Background: an optimization exercise with open tools, aiming at small area. Do not read the settings as production practice.
In this exercise RTL edits were held to simulation tests only and were not proved equivalent to the original.
Power figures rest on the tool's default switching activity, not on a simulated workload.

==> flow/design.v, too long to show whole: its modules and the start of the top module <==
// module display_font_rom: 3845 lines
module display_font_rom(clk, rst, tick, in_valid, in_data, in_ready, rsp_valid, rsp_data, load, din, sclk);
  // ...
==> flow/flow/run.sh <==
#!/bin/bash
set -euo pipefail
export BUFFER_PORTS_ARGS="-buffer_cell sky130_fd_sc_hd__buf_1"
export CTS_ARGS="-sink_clustering_enable -repair_clock_nets -sink_clustering_size 24 -sink_clustering_max_diameter 55 -buf_list sky130_fd_sc_hd__clkbuf_8 -dont_use_dummy_load"
bash standard.sh > standard.log 2>&1
==> flow/standard.sh <==
#!/bin/bash
# synth_recipe.tcl (not shown) runs the flow's synth.tcl, then flattens the netlist and writes it again
# the make line also repeats each setting of config.mk as NAME=value (left out here)
make -C /OpenROAD-flow-scripts/flow DESIGN_CONFIG=/design/flow/config.mk WORK_HOME=/design/flow/orfs CLKGATE_MAP_FILE= SYNTH_SCRIPT=/design/flow/synth_recipe.tcl "${@:-finish}"
==> flow/config.mk <==
export PLATFORM = sky130hd
export DESIGN_NAME = display_font_rom
export DESIGN_NICKNAME = display_font_rom
export VERILOG_FILES = /design/flow/design.v
export SDC_FILE = /design/flow/constraint.sdc
export NUM_CORES = 4
export LEC_CHECK = 0
export ABC_AREA = 1
export CAP_MARGIN = 20
export CORE_MARGIN = 2
export CORE_UTILIZATION = 60
export CTS_BUF_LIST = sky130_fd_sc_hd__clkbuf_8
export CTS_CLUSTER_DIAMETER = 45
export CTS_CLUSTER_SIZE = 18
export PLACE_DENSITY = 0.7
export SLEW_MARGIN = 20
==> flow/constraint.sdc <==
create_clock -name core_clock -period 10.0 [get_ports {clk}]
set_input_delay 2.0000 -clock core_clock [delete_from_list [all_inputs] [get_ports {clk}]]
set_output_delay 2.0000 -clock core_clock [all_outputs]
set_load 0.01 [all_outputs]
==> impl_results.html, run 1 <==
<table>
<tr><th>Metric</th><th>Value</th></tr>
<tr><th colspan="2">CTS</th></tr>
<tr><td>CTS H-tree lvls</td><td>1</td></tr>
<tr><td>Total CTS buffers</td><td>31</td></tr>
<tr><td>Clock Sinks</td><td>438</td></tr>
<tr><th colspan="2">Cells and area</th></tr>
<tr><td>Fraction of area in multi-input gates</td><td>0.334</td></tr>
<tr><td>Utilization of the core after routing</td><td>0.650</td></tr>
<tr><td>Net count of the finished layout</td><td>1801</td></tr>
<tr><td>Final cell count without fillers</td><td>2032</td></tr>
<tr><td>Fraction of layout instances using a drive strength above 1</td><td>0.0676</td></tr>
<tr><td>Max reg flops</td><td>224</td></tr>
<tr><td>Nonclk buf count</td><td>60</td></tr>
<tr><td>Area of all sequential standard cells</td><td>9060 um^2</td></tr>
<tr><td>Clock buf/inv share</td><td>0.0260</td></tr>
<tr><th colspan="2">Yosys</th></tr>
<tr><td>Part of the Yosys area used for sequential elements</td><td>0.584</td></tr>
<tr><td>Cell type with the largest total area after synthesis</td><td>sky130_fd_sc_hd__dfxtp_1</td></tr>
<tr><td>Synthesis-stage register bit count</td><td>438</td></tr>
<tr><td>Leading cell type by number of instances after synthesis</td><td>sky130_fd_sc_hd__dfxtp_1</td></tr>
<tr><td>Post-synthesis mux area share</td><td>0.000646</td></tr>
<tr><td>Post-Syn Area</td><td>15500 um^2</td></tr>
<tr><td>Parity-gate share of the synthesized area counting xor and xnor cells</td><td>0.00565</td></tr>
<tr><td>Cell variety after synth</td><td>71</td></tr>
<tr><th colspan="2">Worst hold path</th></tr>
<tr><td>Hold crit path type</td><td>register to register</td></tr>
<tr><th colspan="2">Power and ir drop</th></tr>
<tr><td>Total power consumption of the routed design</td><td>3.52 mW</td></tr>
<tr><td>Comb. pwr</td><td>0.729 mW</td></tr>
<tr><td>Comb pwr share</td><td>0.207</td></tr>
<tr><td>Internal power of the cells</td><td>2.40 mW</td></tr>
<tr><td>Sequential group power</td><td>2.01 mW</td></tr>
<tr><td>Clock power frac</td><td>0.221</td></tr>
<tr><th colspan="2">Detailed routing</th></tr>
<tr><td>WL met2</td><td>15900 um</td></tr>
<tr><td>Metal-1 WL</td><td>16500 um</td></tr>
<tr><td>DRC violation count after routing</td><td>0</td></tr>
<tr><td>Routed length per placed instance</td><td>18.3 um</td></tr>
<tr><th colspan="2">Outcome</th></tr>
<tr><td>Status</td><td>finished clean</td></tr>
<tr><th colspan="2">Place</th></tr>
<tr><td>Final weighted congestion of routability-driven global placement</td><td>0.973</td></tr>
<tr><td>Placed wire-length estimate</td><td>27300 um</td></tr>
<tr><th colspan="2">Global routing</th></tr>
<tr><td>GRT met3 Usage</td><td>0.0535</td></tr>
<tr><td>Total global-route track usage</td><td>0.272</td></tr>
<tr><td>Largest net degree at the start of global routing</td><td>78</td></tr>
<tr><td>Global routing usage on met1</td><td>0.386</td></tr>
<tr><th colspan="2">Setup path</th></tr>
<tr><td>Type of the worst setup path</td><td>register to output port</td></tr>
<tr><td>Launch instance of the worst register-to-register path</td><td>c_cnt[9]</td></tr>
<tr><td>Setup slack, reg-to-reg</td><td>5.66 ns</td></tr>
<tr><td>R2R depth</td><td>23</td></tr>
<tr><th colspan="2">STA</th></tr>
<tr><td>Period Utilization, post-route</td><td>0.562</td></tr>
<tr><th colspan="2">Die</th></tr>
<tr><td>Well-tap cell count</td><td>330</td></tr>
</table>
==> run 2: changes to the inputs <==
==> flow/flow/run.sh (replaced) <==
#!/bin/bash
set -euo pipefail
export BUFFER_PORTS_ARGS="-buffer_cell sky130_fd_sc_hd__buf_1"
bash standard.sh > standard.log 2>&1
==> run 2 against run 1 <==
  * Still clean
  * Combinational power about the same
  * Synthesized area unchanged
  * Final area up 2.8%
  * Register-to-register slack better by 0.09 ns
  * Synthesized cell count unchanged
  * Die area unchanged
  * Wire length up 0.42%
  * First-iteration DRC count up 9.5%
  * Final cell count up 1.8%
  * Sequential cell count unchanged
==> impl_results.html, run 2 <==
<table>
<tr><th>Metric</th><th>Value</th></tr>
<tr><th colspan="2">Outcome</th></tr>
<tr><td>Status</td><td>finished clean</td></tr>
<tr><th colspan="2">CTS</th></tr>
<tr><td>Clock Sinks</td><td>438 (unchanged)</td></tr>
<tr><td>Setup bufs post-CTS</td><td>0</td></tr>
<tr><td>CTS H-tree lvls</td><td>2 (+1)</td></tr>
<tr><td>Later-pin clock latency in the skew report</td><td>0.58 ns</td></tr>
<tr><td>CTS clk-pin slew, worst paths</td><td>0.10 ns</td></tr>
<tr><td>Clock tree buffer depth</td><td>3</td></tr>
<tr><td>PostCTS Resize Cnt</td><td>0</td></tr>
<tr><td>Total CTS buffers</td><td>40 (+29%)</td></tr>
<tr><td>Hold bufs inserted after CTS</td><td>0</td></tr>
<tr><td>Cell at the root of the clock tree</td><td>sky130_fd_sc_hd__clkbuf_8</td></tr>
<tr><td>Clock tree from TritonCTS</td><td>yes</td></tr>
<tr><th colspan="2">Job</th></tr>
<tr><td>Number of max-cap violations</td><td>0</td></tr>
<tr><th colspan="2">STA</th></tr>
<tr><td># setup viols final</td><td>0</td></tr>
<tr><td>Post-route setup TNS</td><td>0 ns</td></tr>
<tr><td>RSZ-0062 raised after global routing</td><td>false</td></tr>
<tr><td>Worst-case headroom to the max-slew limit</td><td>0.341</td></tr>
<tr><td>Worst-Margin Slew</td><td>0.987 ns</td></tr>
<tr><td>Final max-slew violation count</td><td>0</td></tr>
<tr><td>Fmax achieved</td><td>179 MHz</td></tr>
<tr><td>Worst Skew</td><td>0.0251 ns</td></tr>
<tr><td>Number of hold violations in the final report</td><td>0</td></tr>
<tr><td>Period Utilization, post-route</td><td>0.559 (-0.00223)</td></tr>
<tr><td>Clock period minus worst slack</td><td>5.59 ns</td></tr>
<tr><th colspan="2">Yosys</th></tr>
<tr><td>List of most frequent post-synthesis cells</td><td>409 x sky130_fd_sc_hd__dfxtp_1, 226 x sky130_fd_sc_hd__nand2_1, 188 x sky130_fd_sc_hd__inv_1</td></tr>
<tr><td>Most area-consuming cells after synthesis</td><td>sky130_fd_sc_hd__dfxtp_1 53%, sky130_fd_sc_hd__edfxtp_1 5.6%, sky130_fd_sc_hd__nand2_1 5.5%</td></tr>
<tr><td>Cell variety after synth</td><td>71 (unchanged)</td></tr>
<tr><td>Fraction of synthesis flops using an asynchronous set or reset pin</td><td>0</td></tr>
<tr><td>Gate count after technology mapping</td><td>1635</td></tr>
<tr><td>Number of synthesized flops with an enable pin</td><td>29</td></tr>
<tr><td>Synthesis-stage register bit count</td><td>438 (unchanged)</td></tr>
<tr><td>Total of warnings raised by yosys</td><td>1</td></tr>
<tr><td>Predominant post-synthesis flop cell</td><td>sky130_fd_sc_hd__dfxtp_1</td></tr>
<tr><td>Cell type with the largest total area after synthesis</td><td>sky130_fd_sc_hd__dfxtp_1</td></tr>
<tr><td>Post-Syn Area per Cell</td><td>9.48 um^2</td></tr>
<tr><td>Area share of the largest cell type after synthesis</td><td>0.528</td></tr>
<tr><td>Leading cell type by number of instances after synthesis</td><td>sky130_fd_sc_hd__dfxtp_1</td></tr>
<tr><td>Part of the Yosys area used for sequential elements</td><td>0.584 (unchanged)</td></tr>
<tr><td>Post-Syn Area</td><td>15500 um^2 (unchanged)</td></tr>
<tr><th colspan="2">Cells and area</th></tr>
<tr><td>Net count of the finished layout</td><td>1810 (+0.50%)</td></tr>
<tr><td>Leading cell types in the layout, fill and taps excluded</td><td>409 x sky130_fd_sc_hd__dfxtp_1, 226 x sky130_fd_sc_hd__nand2_1, 188 x sky130_fd_sc_hd__inv_1, 153 x sky130_fd_sc_hd__nor2_1, 100 x sky130_fd_sc_hd__o21ai_0</td></tr>
<tr><td>Max reg flops</td><td>224 (unchanged)</td></tr>
<tr><td>Largest reg by FF count</td><td>tring</td></tr>
<tr><td>Commonest non-fill, non-tap cell in the layout</td><td>sky130_fd_sc_hd__dfxtp_1</td></tr>
<tr><td>Utilization of the core after routing</td><td>0.668 (+0.0179)</td></tr>
<tr><td>Combined area of the multi-input logic cells</td><td>5480 um^2</td></tr>
<tr><td>Summed area of non-filler cells in the final layout</td><td>16900 um^2</td></tr>
<tr><td>Fraction of layout instances using a drive strength above 1</td><td>0.0858 (+0.0182)</td></tr>
<tr><td>Registers with the highest flip-flop counts</td><td>tring x224, pring x105</td></tr>
<tr><td>Area of all sequential standard cells</td><td>9060 um^2 (unchanged)</td></tr>
<tr><td>Fillers</td><td>2043</td></tr>
<tr><td>Synthesis-to-layout area growth</td><td>8.78%</td></tr>
<tr><th colspan="2">Global routing</th></tr>
<tr><td>Number of global-route vias before repair</td><td>10.7k</td></tr>
<tr><td>Largest net degree at the start of global routing</td><td>78 (unchanged)</td></tr>
<tr><td>Wire length of the first global-routing pass</td><td>57300 um</td></tr>
<tr><td>Overflow left after global routing</td><td>0</td></tr>
<tr><td>Initial antenna violation count</td><td>2</td></tr>
<tr><td>Total global-route track usage</td><td>0.275 (+0.00290)</td></tr>
<tr><th colspan="2">Setup path</th></tr>
<tr><td>Worst-path maximum fanout</td><td>6</td></tr>
<tr><td>CP startpoint kind</td><td>register</td></tr>
<tr><td>Endpoint class of the critical path</td><td>output port</td></tr>
<tr><td>Required time reported for the critical path endpoint</td><td>8.00 ns</td></tr>
<tr><td>Type of the worst setup path</td><td>register to output port</td></tr>
<tr><td>CP Data Arrival Time</td><td>3.59 ns</td></tr>
<tr><th colspan="2">Detailed routing</th></tr>
<tr><td>DR iter-0 viols</td><td>1301</td></tr>
<tr><td>DRC violation count after routing</td><td>0 (unchanged)</td></tr>
<tr><td>Total length of routed wires</td><td>37300 um</td></tr>
<tr><td>Highest routed metal layer</td><td>met5</td></tr>
<tr><td>Average via count per standard cell</td><td>5.60</td></tr>
<tr><td>Number of iterations in the first detailed-routing pass</td><td>5</td></tr>
<tr><td>Total number of vias</td><td>11.6k</td></tr>
<tr><td>Met3 layer wire length in the routed design</td><td>3460 um</td></tr>
<tr><td>WL met2</td><td>15900 um (about the same)</td></tr>
<tr><td>Post-detailed-route count of antenna-violating nets</td><td>0</td></tr>
<tr><td>Metal-1 WL</td><td>16500 um (-0.25%)</td></tr>
<tr><td>Routed length per placed instance</td><td>18.0 um (-1.3%)</td></tr>
<tr><th colspan="2">Power and ir drop</th></tr>
<tr><td>Switching share of total power</td><td>0.325</td></tr>
<tr><td>Leak</td><td>7.14 nW</td></tr>
<tr><td>Worst voltage drop across the vdd grid</td><td>0.000238 V</td></tr>
<tr><td>Reg power frac</td><td>0.522</td></tr>
<tr><td>Clock power frac</td><td>0.288 (+0.067)</td></tr>
<tr><td>Internal power of the cells</td><td>2.60 mW (+8.2%)</td></tr>
<tr><td>Comb pwr share</td><td>0.190 (-0.017)</td></tr>
<tr><td>Sw power</td><td>1.25 mW</td></tr>
<tr><td>Total power per unit cell area</td><td>229 nW/um^2</td></tr>
<tr><th colspan="2">Die</th></tr>
<tr><td>Count of pins on the block boundary</td><td>73</td></tr>
<tr><td>Horizontal extent of the die</td><td>165 um</td></tr>
<tr><td>Site row count</td><td>58</td></tr>
<tr><td>Die area</td><td>27100 um^2</td></tr>
<tr><td>Effective utilization at floorplan</td><td>0.614</td></tr>
<tr><td>Die height</td><td>165 um</td></tr>
<tr><td>Core Box Area</td><td>25300 um^2</td></tr>
<tr><th colspan="2">Place</th></tr>
<tr><td>Placed instance area</td><td>16000 um^2</td></tr>
<tr><td>Placed wire-length estimate</td><td>27300 um (unchanged)</td></tr>
<tr><td>Total of buffers placed on input and output ports</td><td>55</td></tr>
<tr><td>Final weighted congestion of routability-driven global placement</td><td>0.973 (unchanged)</td></tr>
<tr><th colspan="2">Worst hold path</th></tr>
<tr><td>Hold crit path type</td><td>register to register</td></tr>
</table>
run 2: final cells by class:
type | instances | area share
Clock buffer | 44 | 0.0359
Timing Repair Buffer | 60 | 0.0145
Inverter | 207 | 0.0463
Clock inverter | 22 | 0.0160
Antenna cell | 1 | 0.000148
Tap cell | 330 | 0.0245
Sequential cell | 438 | 0.537
Multi-Input combinational cell | 966 | 0.325
run 2: kinds of logic (layout without fill, tap and decap cells):
logic type / after synthesis / after routing / share of synthesized area
flip-flops: 438 / 438 / 0.584
multiplexers: 1 / 1 / 0.000646
buffers and inverters: 247 / 333 / 0.0657
adder cells (fa/ha/maj): 61 / 61 / 0.0517
AND/OR/NAND/NOR: 545 / 545 / 0.160
AO/OA/AOI/OAI: 332 / 332 / 0.132
XOR/XNOR: 10 / 10 / 0.00565
other: 1 / 18 / 0.000242
run 2: power groups by stage:
stage          sequential, mW  combinational [mW]  clock [mW]
6_report                 2.01               0.732        1.11
2_1_floorplan            2.00               0.521           0
3_5_place_dp             2.05               0.712           0
5_1_grt                  2.03               0.809        1.20
4_1_cts                  2.01               0.715        1.14
3_3_place_gp             2.04               0.703           0
run 2: worst paths after layout:
path                                  from   endpoint  slack, ns  cells past startpoint
worst min-delay path             tring[77]  tring[84]       0.32                      0
worst max register to register    c_cnt[9]    c_n[10]       5.75                     23
worst max-delay path            pring[100]        din       4.41                     15
worst min register to register   tring[77]  tring[84]       0.32                      0
run 2: metrics by stage:
step                setup WS [ns]  hold WS, ns  power, mW  cells
floorplan                    5.00        0.310       2.52   1651
global placement             4.46        0.310       2.75   2001
detailed placement           4.34        0.312       2.76   2001
CTS                          4.39        0.322       3.86   2067
global route                 4.16        0.324       4.03   2067
finish                       4.41        0.319       3.85   2068
run 2: per-layer routing:
layer / global-route usage / vias up
met1: 0.389 / 5359
met2: 0.416 / 534
met5: 0 / -
met3: 0.0568 / 103
met4: 0.108 / 2
li1: - / 5592
run 2: worst max-delay path, stage by stage, from the launching register on:
cell	delay [ns]
sky130_fd_sc_hd__dfxtp_1	0.44
sky130_fd_sc_hd__inv_1	0.14
sky130_fd_sc_hd__ha_1	0.22
sky130_fd_sc_hd__nor2_1	0.11
sky130_fd_sc_hd__nor2_1	0.06
sky130_fd_sc_hd__inv_1	0.05
sky130_fd_sc_hd__ha_1	0.17
sky130_fd_sc_hd__nor2_1	0.06
sky130_fd_sc_hd__o31ai_1	0.24
sky130_fd_sc_hd__ha_1	0.29
sky130_fd_sc_hd__inv_1	0.07
sky130_fd_sc_hd__o22ai_1	0.07
sky130_fd_sc_hd__a2111oi_0	0.45
sky130_fd_sc_hd__o211ai_1	0.18
sky130_fd_sc_hd__a21oi_1	0.28
sky130_fd_sc_hd__buf_1	0.18
==> run 3: changes to the inputs <==
==> flow/flow/run.sh (replaced) <==
#!/bin/bash
set -euo pipefail
export BUFFER_PORTS_ARGS="-buffer_cell sky130_fd_sc_hd__buf_1"
export CTS_ARGS="-sink_clustering_enable -repair_clock_nets -sink_clustering_size 18 -sink_clustering_max_diameter 45 -buf_list sky130_fd_sc_hd__clkbuf_8 -dont_use_dummy_load"
bash standard.sh > standard.log 2>&1
==> run 3 against run 2 <==
  * Worst hold slack worse by 0.038 ns
  * Final area decreased by 1.9%
  * Critical endpoint unchanged
  * Combinational power about the same
  * Clock-buffer cell count decreased by 4
  * Critical path depth unchanged
  * Still clean
  * Non-clock buffer count stayed put
  * Sequential share of layout area grew 1.1 points
  * Clock power shrank 21%
  * Final cell count is 1.3% lower
==> impl_results.html, run 3 <==
<table>
<tr><th>Metric</th><th>Value</th></tr>
<tr><th colspan="2">Cells and area</th></tr>
<tr><td>Largest reg by FF count</td><td>tring</td></tr>
<tr><td>Utilization of the core after routing</td><td>0.655 (-0.0129)</td></tr>
<tr><td>Synthesis-to-layout area growth</td><td>6.68%</td></tr>
<tr><td>Area of all sequential standard cells</td><td>9060 um^2 (unchanged)</td></tr>
<tr><td>Max reg flops</td><td>224 (unchanged)</td></tr>
<tr><td>Commonest non-fill, non-tap cell in the layout</td><td>sky130_fd_sc_hd__dfxtp_1</td></tr>
<tr><td>Combined area of the multi-input logic cells</td><td>5480 um^2 (unchanged)</td></tr>
<tr><td>Registers with the highest flip-flop counts</td><td>tring x224, pring x105</td></tr>
<tr><td>Net count of the finished layout</td><td>1810 (unchanged)</td></tr>
<tr><td>Fraction of layout instances using a drive strength above 1</td><td>0.0725 (-0.0133)</td></tr>
<tr><td>Leading cell types in the layout, fill and taps excluded</td><td>409 x sky130_fd_sc_hd__dfxtp_1, 226 x sky130_fd_sc_hd__nand2_1, 187 x sky130_fd_sc_hd__inv_1, 153 x sky130_fd_sc_hd__nor2_1, 100 x sky130_fd_sc_hd__o21ai_0</td></tr>
<tr><td>Fillers</td><td>2083 (+2.0%)</td></tr>
<tr><th colspan="2">Yosys</th></tr>
<tr><td>Most area-consuming cells after synthesis</td><td>sky130_fd_sc_hd__dfxtp_1 53%, sky130_fd_sc_hd__edfxtp_1 5.6%, sky130_fd_sc_hd__nand2_1 5.5%</td></tr>
<tr><td>Leading cell type by number of instances after synthesis</td><td>sky130_fd_sc_hd__dfxtp_1</td></tr>
<tr><td>Part of the Yosys area used for sequential elements</td><td>0.584 (unchanged)</td></tr>
<tr><td>Area share of the largest cell type after synthesis</td><td>0.528 (unchanged)</td></tr>
<tr><td>Total of warnings raised by yosys</td><td>1 (unchanged)</td></tr>
<tr><td>Gate count after technology mapping</td><td>1635 (unchanged)</td></tr>
<tr><td>Fraction of synthesis flops using an asynchronous set or reset pin</td><td>0 (unchanged)</td></tr>
<tr><td>Number of synthesized flops with an enable pin</td><td>29 (unchanged)</td></tr>
<tr><td>Post-Syn Area</td><td>15500 um^2 (unchanged)</td></tr>
<tr><td>Predominant post-synthesis flop cell</td><td>sky130_fd_sc_hd__dfxtp_1</td></tr>
<tr><td>Cell variety after synth</td><td>71 (unchanged)</td></tr>
<tr><td>Synthesis-stage register bit count</td><td>438 (unchanged)</td></tr>
<tr><td>List of most frequent post-synthesis cells</td><td>409 x sky130_fd_sc_hd__dfxtp_1, 226 x sky130_fd_sc_hd__nand2_1, 188 x sky130_fd_sc_hd__inv_1</td></tr>
<tr><td>Cell type with the largest total area after synthesis</td><td>sky130_fd_sc_hd__dfxtp_1</td></tr>
<tr><td>Post-Syn Area per Cell</td><td>9.48 um^2 (unchanged)</td></tr>
<tr><th colspan="2">Setup path</th></tr>
<tr><td>Cell with the largest stage delay on the worst path</td><td>sky130_fd_sc_hd__a2111oi_0</td></tr>
<tr><td>Worst-path maximum fanout</td><td>6 (unchanged)</td></tr>
<tr><td>Required time reported for the critical path endpoint</td><td>8.00 ns (about the same)</td></tr>
<tr><td>CP startpoint kind</td><td>register</td></tr>
<tr><td>CP Data Arrival Time</td><td>3.59 ns (about the same)</td></tr>
<tr><td>Critical Path, Cell by Cell</td><td>inv_1, ha_1, nor2_1, nor2_1, inv_1, ha_1, nor2_1, o31ai_1, ha_1, inv_1, o22ai_1, a2111oi_0, o211ai_1, a21oi_1, buf_1</td></tr>
<tr><td>Type of the worst setup path</td><td>register to output port</td></tr>
<tr><td>Endpoint class of the critical path</td><td>output port</td></tr>
<tr><td>Peak per-stage delay on the critical path</td><td>0.45 ns (about the same)</td></tr>
<tr><th colspan="2">STA</th></tr>
<tr><td>Worst-Margin Slew</td><td>0.981 ns (-0.00662 ns)</td></tr>
<tr><td>Number of hold violations in the final report</td><td>0 (unchanged)</td></tr>
<tr><td>Clock period minus worst slack</td><td>5.59 ns (-0.00349 ns)</td></tr>
<tr><td>Period Utilization, post-route</td><td>0.559 (about the same)</td></tr>
<tr><td># setup viols final</td><td>0 (unchanged)</td></tr>
<tr><td>Fmax achieved</td><td>179 MHz (about the same)</td></tr>
<tr><td>Worst-case headroom to the max-slew limit</td><td>0.346 (+0.00442)</td></tr>
<tr><td>Post-route setup TNS</td><td>0 ns (unchanged)</td></tr>
<tr><td>RSZ-0062 raised after global routing</td><td>false</td></tr>
<tr><td>Worst Skew</td><td>0.0668 ns (+0.0417 ns)</td></tr>
<tr><td>Final max-slew violation count</td><td>0 (unchanged)</td></tr>
<tr><th colspan="2">CTS</th></tr>
<tr><td>Hold bufs inserted after CTS</td><td>0 (unchanged)</td></tr>
<tr><td>CTS H-tree lvls</td><td>2 (unchanged)</td></tr>
<tr><td>Setup bufs post-CTS</td><td>0 (unchanged)</td></tr>
<tr><td>Total CTS buffers</td><td>40 (unchanged)</td></tr>
<tr><td>Cell at the root of the clock tree</td><td>sky130_fd_sc_hd__clkbuf_8</td></tr>
<tr><td>Clock tree buffer depth</td><td>3 (unchanged)</td></tr>
<tr><td>CTS clk-pin slew, worst paths</td><td>0.09 ns (about the same)</td></tr>
<tr><td>Clock Sinks</td><td>438 (unchanged)</td></tr>
<tr><td>Clock tree from TritonCTS</td><td>yes</td></tr>
<tr><td>Later-pin clock latency in the skew report</td><td>0.57 ns (about the same)</td></tr>
<tr><td>PostCTS Resize Cnt</td><td>0 (unchanged)</td></tr>
<tr><th colspan="2">Detailed routing</th></tr>
<tr><td>Total length of routed wires</td><td>37200 um (-0.16%)</td></tr>
<tr><td>Routed length per placed instance</td><td>18.2 um (+1.1%)</td></tr>
<tr><td>DR iter-0 viols</td><td>1313 (+0.92%)</td></tr>
<tr><td>Post-detailed-route count of antenna-violating nets</td><td>0 (unchanged)</td></tr>
<tr><td>DRC violation count after routing</td><td>0 (unchanged)</td></tr>
<tr><td>Total number of vias</td><td>11.5k (-0.41%)</td></tr>
<tr><td>Average via count per standard cell</td><td>5.65 (+0.85%)</td></tr>
<tr><td>Number of iterations in the first detailed-routing pass</td><td>6 (+1)</td></tr>
<tr><th colspan="2">Place</th></tr>
<tr><td>Total of buffers placed on input and output ports</td><td>55 (unchanged)</td></tr>
<tr><td>Placed wire-length estimate</td><td>27300 um (unchanged)</td></tr>
<tr><td>Final weighted congestion of routability-driven global placement</td><td>0.973 (unchanged)</td></tr>
<tr><th colspan="2">Outcome</th></tr>
<tr><td>Status</td><td>finished clean</td></tr>
<tr><th colspan="2">Die</th></tr>
<tr><td>Horizontal extent of the die</td><td>165 um (unchanged)</td></tr>
<tr><td>Die height</td><td>165 um (unchanged)</td></tr>
<tr><td>Count of pins on the block boundary</td><td>73 (unchanged)</td></tr>
<tr><td>Die area</td><td>27100 um^2 (unchanged)</td></tr>
<tr><td>Effective utilization at floorplan</td><td>0.614 (unchanged)</td></tr>
<tr><td>Site row count</td><td>58 (unchanged)</td></tr>
<tr><td>Core Box Area</td><td>25300 um^2 (unchanged)</td></tr>
<tr><th colspan="2">Global routing</th></tr>
<tr><td>Initial antenna violation count</td><td>2 (unchanged)</td></tr>
<tr><td>Number of global-route vias before repair</td><td>10.6k (-0.78%)</td></tr>
<tr><td>Largest net degree at the start of global routing</td><td>78 (unchanged)</td></tr>
<tr><td>Overflow left after global routing</td><td>0 (unchanged)</td></tr>
<tr><td>Wire length of the first global-routing pass</td><td>57000 um (-0.51%)</td></tr>
<tr><td>Total global-route track usage</td><td>0.274 (-0.00130)</td></tr>
<tr><th colspan="2">Power and ir drop</th></tr>
<tr><td>Total power consumption of the routed design</td><td>3.62 mW (-6.2%)</td></tr>
<tr><td>Worst voltage drop across the vdd grid</td><td>0.000173 V (-27%)</td></tr>
<tr><td>Total power per unit cell area</td><td>219 nW/um^2 (-4.3%)</td></tr>
<tr><td>Leak</td><td>6.98 nW (-2.1%)</td></tr>
<tr><th colspan="2">Job</th></tr>
<tr><td>Number of max-cap violations</td><td>0 (unchanged)</td></tr>
<tr><th colspan="2">Worst hold path</th></tr>
<tr><td>Hold crit path type</td><td>register to register</td></tr>
</table>
run 3: cell count changes in the layout (fill, tap and decap cells not counted), moves of 3 or more:
cell / previous run / this run
sky130_fd_sc_hd__inv_8: 3 / 0
sky130_fd_sc_hd__inv_6: 3 / 0
sky130_fd_sc_hd__clkbuf_8: 44 / 40
sky130_fd_sc_hd__inv_12: 3 / 0
sky130_fd_sc_hd__clkinv_8: 5 / 0
sky130_fd_sc_hd__clkinv_4: 3 / 0
run 3: critical path, delay by kind of cell (launching register included):
family                   cells  cell delay, ns
AND/OR/NAND/NOR              3            0.23
AO/OA/AOI/OAI                5            1.23
buffers and inverters        4            0.44
flip-flops                   1            0.44
adder cells (fa/ha/maj)      3            0.68
run 3: cells by family after synthesis:
family                   count (synthesis)  share of synthesized area
XOR/XNOR                                10                    0.00565
other                                    1                   0.000242
multiplexers                             1                   0.000646
flip-flops                             438                      0.584
adder cells (fa/ha/maj)                 61                     0.0517
AND/OR/NAND/NOR                        545                      0.160
AO/OA/AOI/OAI                          332                      0.132
buffers and inverters                  247                     0.0657
run 3: area by class of cell:
cell class	instances	share of cell area
sequential	438	0.548
multi-input combinational	966	0.332
inverter	207	0.0472
clock buffer	40	0.0333
tap	330	0.0250
timing repair buffer	60	0.0148
antenna	1	0.000151
run 3: per-layer routing:
metal	part of all wire	track usage	routed length (um)	vias to the layer above
met1	0.44	0.391	16500	5365
met4	0.037	0.108	1360	2
met5	0.00035	0	13	-
met2	0.43	0.412	16000	518
met3	0.090	0.0527	3360	95
li1	-	-	-	5562
run 3: worst paths after layout:
check                                start  depth (start not counted)  slack, ns    endpoint
worst max-delay path            pring[100]                         15       4.41         din
worst min-delay path            tring[206]                          0       0.28  tring[213]
worst max register to register    c_cnt[9]                         23       5.70     c_n[10]
worst min register to register  tring[206]                          0       0.28  tring[213]
run 3: stage by stage:
step	setup WS [ns]	area, um^2	hold slack [ns]	instances
2_1_floorplan	5.00	15600	0.310	1651
3_3_place_gp	4.46	16000	0.310	2001
3_5_place_dp	4.34	16000	0.312	2001
4_1_cts	4.40	16500	0.280	2041
5_1_grt	4.16	16500	0.285	2041
6_report	4.41	16500	0.282	2042
run 3: where the power goes:
part	switching (mW)	leakage (nW)	internal, mW
combinational	0.506	3.10	0.225
clock	0.517	0.288	0.357
sequential	0.109	3.59	1.90

port drivers added, routing unchanged:
No port has a modelled driver above. Below, the same layouts with a new extraction and two added sets of constraints.
Step 1, drivers: a clkbuf_16 drives clk and a buf_2 each remaining input, both assumed.
Step 2 moves the port delays by t, midway between the first and last clock arrival at a register: inputs arrive t later, outputs are due t later. That takes back most of the time a late clock gives input paths.
Three values: ideal ports, drivers, drivers and shift; two values: the first two.
| run | shift t [ns] | setup slack, ns | hold slack, ns | worst slew at a driven data input, ns |
|---|---|---|---|---|
| run 1 | 0.661 | 4.383 / 4.330 / 4.160 | 0.256 / 0.256 / 0.256 | 0.07 |
| run 2 | 0.615 | 4.406 / 4.354 / 4.236 | 0.319 / 0.319 / 0.319 | 0.07 |
| run 3 | 0.587 | 4.409 / 4.361 / 4.209 | 0.282 / 0.282 / 0.282 | 0.07 |
After both steps setup and hold are still met in every run listed. For run 1, which loses most, drivers alone change the setup slack by -0.053 ns; drivers and shift together by -0.223 ns.
